Source: an optimization exercise on an open RTL-to-GDS flow (aim: small area). Production flows keep margins and buffers that such runs may drop.
Where RTL was checked, it was by simulation tests only, not by an equivalence proof against the original.
Power is estimated from default activity; no workload was simulated.

== north ==
==> flow/design.v (excerpt) <==
module solar16_core (
    input  wire        clk,
    input  wire        rst,           
    input  wire [16:0] prog_len,      
    output wire        imem_req,
    output wire [15:0] imem_addr,
    input  wire        imem_ack,
    input  wire [31:0] imem_rdata,
    output wire        dmem_req,
    output wire        dmem_we,
    output wire [15:0] dmem_addr,
    output wire [7:0]  dmem_wdata,
    input  wire        dmem_ack,
    input  wire [7:0]  dmem_rdata,
    output wire        in_req,
    input  wire        in_ack,
    input  wire        in_eof,
    input  wire [20:0] in_char,
    output wire        out_valid,
    output wire [7:0]  out_data,
    output wire [1:0]  run_state,     
    output wire [2:0]  fault_cause,
    output wire [16:0] fault_pc,
    output wire [7:0]  fault_opcode,
    output wire [7:0]  fault_operand,
    output wire [16:0] pc_out,
    output wire        z_out,
    input  wire [3:0]  dbg_sel,
    output wire [15:0] dbg_reg
);
Settings: LEC_CHECK=0, CAP_MARGIN=20, CORE_MARGIN=2, CORE_UTILIZATION=40, PLACE_DENSITY=0.6, SLEW_MARGIN=20; clock period 10.0 ns.
run.sh (not shown) runs the stock make flow with config.mk's settings and CLKGATE_MAP_FILE= SYNTH_SCRIPT=/design/flow/synth_recipe.tcl, a recipe that flattens the netlist after the stock synthesis.
#### Input delta (south over north)
==> flow/flow/run.sh (new file) <==
#!/bin/bash
# Standard layout, with the port buffers made of the smallest buffer cell.
set -euo pipefail
bash standard.sh 'BUFFER_PORTS_ARGS=-buffer_cell sky130_fd_sc_hd__buf_1' finish > flow_make.log 2>&1
==> flow/standard.sh (new file) <==
#!/bin/bash
# synth_recipe.tcl (not shown) runs the flow's synth.tcl, then flattens the netlist and writes it again
# the make line also repeats each setting of config.mk as NAME=value (left out here)
make -C /OpenROAD-flow-scripts/flow DESIGN_CONFIG=/design/flow/config.mk WORK_HOME=/design/flow/orfs CLKGATE_MAP_FILE= SYNTH_SCRIPT=/design/flow/synth_recipe.tcl "${@:-finish}"
removed: flow/run.sh
==> comparison <==
south vs north — non-clock buffer count dropped by a few percent. Comparing south and north, peak supply drop is higher on north. The final reports for south and north show length of routed wiring on met1 lower in the former. Delta (south minus north): post-layout worst setup margin fell 53 ps, utilization fell 3.8 points, fmax fell 0.57 MHz. Status: mux contribution to synthesized area parity (north, south). Cell count: south vs north down about 0.64%. Total power (higher): north. Cmp south and north / fraction of standard cell area that is sequential / higher: south. As far as full die area is concerned, north and south perform about the same.
#### Input delta (east over south)
- putting CTS_BUF_LIST at sky130_fd_sc_hd__clkbuf_4 where nothing was set
- putting GPL_TIMING_DRIVEN at 0 where nothing was set
==> flow/run.sh (new file) <==
#!/bin/bash
# synth_recipe.tcl (not shown) runs the flow's synth.tcl, then flattens the netlist and writes it again
# the make line also repeats each setting of config.mk as NAME=value (left out here)
make -C /OpenROAD-flow-scripts/flow DESIGN_CONFIG=/design/flow/config.mk WORK_HOME=/design/flow/orfs CLKGATE_MAP_FILE= SYNTH_SCRIPT=/design/flow/synth_recipe.tcl finish
removed: flow/flow/run.sh
removed: flow/standard.sh
==> comparison <==
Compared with south, east shows a non-filler instance count after layout that is about 8% higher. east — transition time at the pin with the least slew margin 110 ps higher, south as reference. east ended with more clock insertion delay at the later pin of the skew report than south.

solar16_core, a different RTL version from the one above (not shown whole).
For scale: about 1400 cells after synthesis, ~210 I/O pins, about 14000 um2 of cells after synthesis.
// solar16_core
module solar16_core (
    input  wire        clk,
    input  wire        rst,           
    input  wire [16:0] prog_len,      
    output wire        imem_req,
    output wire [15:0] imem_addr,
    input  wire        imem_ack,
    input  wire [31:0] imem_rdata,
    output wire        dmem_req,
    output wire        dmem_we,
    output wire [15:0] dmem_addr,
    output wire [7:0]  dmem_wdata,
    input  wire        dmem_ack,
    input  wire [7:0]  dmem_rdata,
    output wire        in_req,
    input  wire        in_ack,
    input  wire        in_eof,
    input  wire [20:0] in_char,
    output wire        out_valid,
    output wire [7:0]  out_data,
    output wire [1:0]  run_state,     
    output wire [2:0]  fault_cause,
    output wire [16:0] fault_pc,
    output wire [7:0]  fault_opcode,
    output wire [7:0]  fault_operand,
    output wire [16:0] pc_out,
    output wire        z_out,
    input  wire [3:0]  dbg_sel,
    output wire [15:0] dbg_reg
);
Settings: LEC_CHECK=0, CAP_MARGIN=20, CORE_MARGIN=2, CORE_UTILIZATION=40, CTS_CLUSTER_DIAMETER=110, CTS_CLUSTER_SIZE=24, PLACE_DENSITY=0.6, SLEW_MARGIN=20; clock period 10.0 ns.
standard.sh (not shown) runs the stock make flow with config.mk's settings and CLKGATE_MAP_FILE= SYNTH_SCRIPT=/design/flow/synth_recipe.tcl, a recipe that flattens the netlist after the stock synthesis.
==> flow/flow/run.sh <==
#!/bin/bash
# Standard layout, with the port buffers made of the smallest buffer cell and
# non-critical cells downsized again after global routing.
set -euo pipefail
bash standard.sh 'BUFFER_PORTS_ARGS=-buffer_cell sky130_fd_sc_hd__buf_1' 'RECOVER_POWER=100' finish > flow_make.log 2>&1
The baseline finished but fails on max-capacitance violations, max-slew violations.
Rerun with:
==> flow/flow/run.sh (replaced) <==
#!/bin/bash
# Standard layout, with the port buffers made of the smallest buffer cell and
# the resizer kept to small signal buffers.
set -euo pipefail
T=$PWD/flow/small_bufs.tcl
bash standard.sh 'BUFFER_PORTS_ARGS=-buffer_cell sky130_fd_sc_hd__buf_1' \
  "PRE_FLOORPLAN_TCL=$T" "PRE_GLOBAL_PLACE_TCL=$T" "PRE_RESIZE_TCL=$T" \
  "PRE_REPAIR_TIMING_POST_PLACE_TCL=$T" "PRE_GLOBAL_ROUTE_TCL=$T" finish > flow_make.log 2>&1
==> flow/flow/small_bufs.tcl (new file) <==
# Keep the resizer's buffers small: signal buffers up to drive strength 2.
set_dont_use {sky130_fd_sc_hd__buf_4 sky130_fd_sc_hd__buf_6 sky130_fd_sc_hd__buf_8 sky130_fd_sc_hd__buf_12 sky130_fd_sc_hd__buf_16 sky130_fd_sc_hd__bufbuf_8 sky130_fd_sc_hd__bufbuf_16}
CORE_UTILIZATION = 55   (was 40)
CTS_BUF_LIST = sky130_fd_sc_hd__clkbuf_4   (was unset)
CTS_CLUSTER_DIAMETER = 50   (was 110)
CTS_CLUSTER_SIZE = 8   (was 24)
PLACE_DENSITY = 0.7   (was 0.6)
Outcome:
- The new run completed with no timing, DRC or antenna violations
- sequential share of layout area rose by 0.68 points
- first-iteration DRC count rises by 40%
- design area fell by 1.5%
Rerun with:
CAP_MARGIN = 5   (was 20)
CTS_BUF_LIST = sky130_fd_sc_hd__clkbuf_8   (was sky130_fd_sc_hd__clkbuf_4)
CTS_CLUSTER_DIAMETER = 80   (was 50)
CTS_CLUSTER_SIZE = 14   (was 8)
SLEW_MARGIN = 5   (was 20)
Cell count is lower slightly.
Utilization stays flat.
Setup slack improved by 0.021 ns.
Count of clock-buffer cells in the layout decreases by 27.
Design area barely changes.
Routed wire length falls slightly.
Total power hardly moves.
Via count is lower slightly.
Rerun with:
CAP_MARGIN = 20   (was 5)
CORE_UTILIZATION = 40   (was 55)
CTS_BUF_LIST = unset   (was sky130_fd_sc_hd__clkbuf_8)
CTS_CLUSTER_DIAMETER = 110   (was 80)
CTS_CLUSTER_SIZE = 24   (was 14)
PLACE_DENSITY = 0.6   (was 0.7)
SLEW_MARGIN = 20   (was 5)
Effect: Fmax went up by 0.99%. Final cell count went up by about 6%. Clock-buffer cell count went down by 6. Register-to-register slack is better by 0.09 ns. Synthesized cell count does not change. Sequential cell count is unchanged. Sequential share of layout area went down by 0.60 points. Core utilization went down by 16 points. Via count went down by about 1.4%.
Rerun with:
CORE_UTILIZATION = 55   (was 40)
CTS_BUF_LIST = sky130_fd_sc_hd__clkbuf_8   (was unset)
CTS_CLUSTER_DIAMETER = 80   (was 110)
CTS_CLUSTER_SIZE = 14   (was 24)
PLACE_DENSITY = 0.7   (was 0.6)
What happened:
- final area shrinks by 1.4%
- register-to-register slack gets worse by 0.07 ns
- final cell count shrinks by 5.7%
Rerun with:
==> flow/flow/run.sh (replaced) <==
#!/bin/bash
# Standard layout, with the port buffers made of the smallest buffer cell.
set -euo pipefail
bash standard.sh 'BUFFER_PORTS_ARGS=-buffer_cell sky130_fd_sc_hd__buf_1' finish > flow_make.log 2>&1
CORE_UTILIZATION = 40   (was 55)
CTS_BUF_LIST = unset   (was sky130_fd_sc_hd__clkbuf_8)
CTS_CLUSTER_DIAMETER = 110   (was 80)
CTS_CLUSTER_SIZE = 24   (was 14)
PLACE_DENSITY = 0.6   (was 0.7)
removed: flow/flow/small_bufs.tcl
=>
- utilization shrinks by 15 points
- design area grows by 2.4%
- worst setup slack barely changes
- via count shrinks by 1.7%
- combinational power grows by about 7%
- clock-buffer cell count shrinks by 5
- power grows by 2.7%

Setup of job 7687:
solar16_core, a different RTL version from the one above (not shown whole).
For scale: about 15000 sq um of cells after synthesis.
Design solar16_core, start of the top module:
module solar16_core (
    input  wire        clk,
    input  wire        rst,           
    input  wire [16:0] prog_len,      
    output wire        imem_req,
    output wire [15:0] imem_addr,
    input  wire        imem_ack,
    input  wire [31:0] imem_rdata,
    output wire        dmem_req,
    output wire        dmem_we,
    output wire [15:0] dmem_addr,
    output wire [7:0]  dmem_wdata,
    input  wire        dmem_ack,
    input  wire [7:0]  dmem_rdata,
    output wire        in_req,
    input  wire        in_ack,
    input  wire        in_eof,
    input  wire [20:0] in_char,
    output wire        out_valid,
    output wire [7:0]  out_data,
    output wire [1:0]  run_state,     
    output wire [2:0]  fault_cause,
    output wire [16:0] fault_pc,
    output wire [7:0]  fault_opcode,
    output wire [7:0]  fault_operand,
    output wire [16:0] pc_out,
    output wire        z_out,
    input  wire [3:0]  dbg_sel,
    output wire [15:0] dbg_reg
);
    localparam S_CLEAR = 5'd0,    
               S_FETCH = 5'd1,    
               S_FWAIT = 5'd2,    
               S_EXEC  = 5'd3,    
               S_RS    = 5'd4,    
               S_RD    = 5'd5,    
               S_CAPA  = 5'd6,    
               S_MUL   = 5'd7,    
               S_SH    = 5'd8,    
               S_MQ1   = 5'd9,    
               S_MW1   = 5'd10,
               S_MQ2   = 5'd11,   
               S_MW2   = 5'd12,
               S_INQ   = 5'd13,   
               S_INW   = 5'd14,
               S_HALT  = 5'd15,
               S_SHX   = 5'd16,   
               S_F1    = 5'd17,   
               S_F2    = 5'd18,
               S_F3    = 5'd19,
               S_F4    = 5'd20;
  ...
Settings: LEC_CHECK=0, CAP_MARGIN=20, CORE_MARGIN=2, CORE_UTILIZATION=40, CTS_CLUSTER_DIAMETER=100, CTS_CLUSTER_SIZE=20, GPL_TIMING_DRIVEN=0, PLACE_DENSITY=0.6, SLEW_MARGIN=20; clock period 10.0 ns.
==> flow/flow/run.sh <==
#!/bin/bash
# Standard layout, with the port buffers made of the smallest buffer cell.
set -euo pipefail
bash standard.sh 'BUFFER_PORTS_ARGS=-buffer_cell sky130_fd_sc_hd__buf_1' finish > flow_make.log 2>&1
Job 7687 went all the way through the flow, and no timing, DRC or antenna check failed.
Inputs modified between job 7687 and job 5676:
Settings: removing GPL_TIMING_DRIVEN (formerly 0).
Results
Taking job 7687 as the reference point, the utilization of the core after routing of job 5676 falls by 1.1 points.
Job 5676 vs. job 7687: synthesis-to-layout area growth shows a reduction of 2.6 points, combinational group share of total power now smaller, global-route usage decreased 1.1 points, via total after detailed routing decreased by 302 relative to the old numbers, area of all placed cells without fillers now sits lower.
Job 5676 against job 7687: final HPWL from detailed placement down about 10%; shortest clock period the worst path allows after layout down 0.062 ns; fraction of area in registers up 0.93 points; number of gates on the worst path with buffers counted down about 14%.
diff inputs: job 5676 => job 2763
Settings: a change of CTS_CLUSTER_SIZE from 20 to 28; a change of CTS_CLUSTER_DIAMETER from 100 to 120.
### Flow results
- Delta (job 2763 minus job 5676): count of filler cells inserted in the layout moved up, routed wire length on met3 +2.4%, post-route standard cell area excluding fillers saw a decrease, total of max-cap violations held.
--- input diff job 2763..job 5064 ---
Settings: CTS_CLUSTER_DIAMETER removed (was 120); CTS_CLUSTER_SIZE removed (was 28).
==> results.txt <==
Job 5064 vs job 2763: non-clock buffer count down slightly. Job 5064 -> job 2763: critical path depth delta 0, exact match. Global-route usage delta for job 5064 relative to job 2763: 0.41 points higher. Taking job 2763 over job 5064, the total power per unit cell area ratio works out to 0.935. As far as area of the multi-input gates is concerned, job 5064 and job 2763 perform about the same. From job 5064 to job 2763, buffers plus inverters on the worst setup path did not move at all. Clock buffer count for job 5064: 20 up relative to job 2763. Relative to job 2763, setup slack decreased by 0.0073 ns in job 5064.
Function was not checked in any run of this note: the RTL went through the layout flow alone.

afterwards: timing with drivers on the ports:
The results above use ideal ports. As a check the final layouts listed here were re-extracted and re-timed, cells and wires unchanged.
Step 1 assumes that a clkbuf_16 drives the clock port and a buf_2 every other input.
Step 2 moves the port delays by t, midway between the first and last clock arrival at a register: inputs arrive t later, outputs are due t later. That takes back most of the time a late clock gives input paths.
a / b / c = ideal ports / drivers / drivers and shift; a / b = the first two.
| run | t (ns) | slack for setup (ns) | worst setup path at the end | cell pins on the clock port's net |
|---|---|---|---|---|
| north | 0.577 | 0.395 / 0.395 / 0.395 | register to register | 1 |
| south | 0.582 | 0.342 / 0.342 / 0.342 | register to register | 1 |
| east | 0.820 | 0.376 / 0.376 / 0.376 | register to register | 1 |
| the first run of note 2 | 0.557 | 0.425 / 0.425 / 0.425 | register to register | 1 |
| the second run of note 2 | 0.714 | 0.357 / 0.357 / 0.357 | register to register | 1 |
| the third run of note 2 | 0.616 | 0.377 / 0.377 / 0.377 | register to register | 1 |
| the fourth run of note 2 | 0.555 | 0.472 / 0.472 / 0.472 | register to register | 1 |
| the fifth run of note 2 | 0.612 | 0.403 / 0.403 / 0.403 | register to register | 1 |
| the sixth run of note 2 | 0.559 | 0.406 / 0.406 / 0.406 | register to register | 1 |
| job 7687 | 0.595 | 0.369 / 0.369 / 0.369 | register to register | 1 |
| job 5676 | 0.583 | 0.431 / 0.431 / 0.431 | register to register | 1 |
| job 2763 | 0.556 | 0.453 / 0.453 / 0.453 | register to register | 1 |
| job 5064 | 0.634 | 0.445 / 0.445 / 0.445 | register to register | 1 |
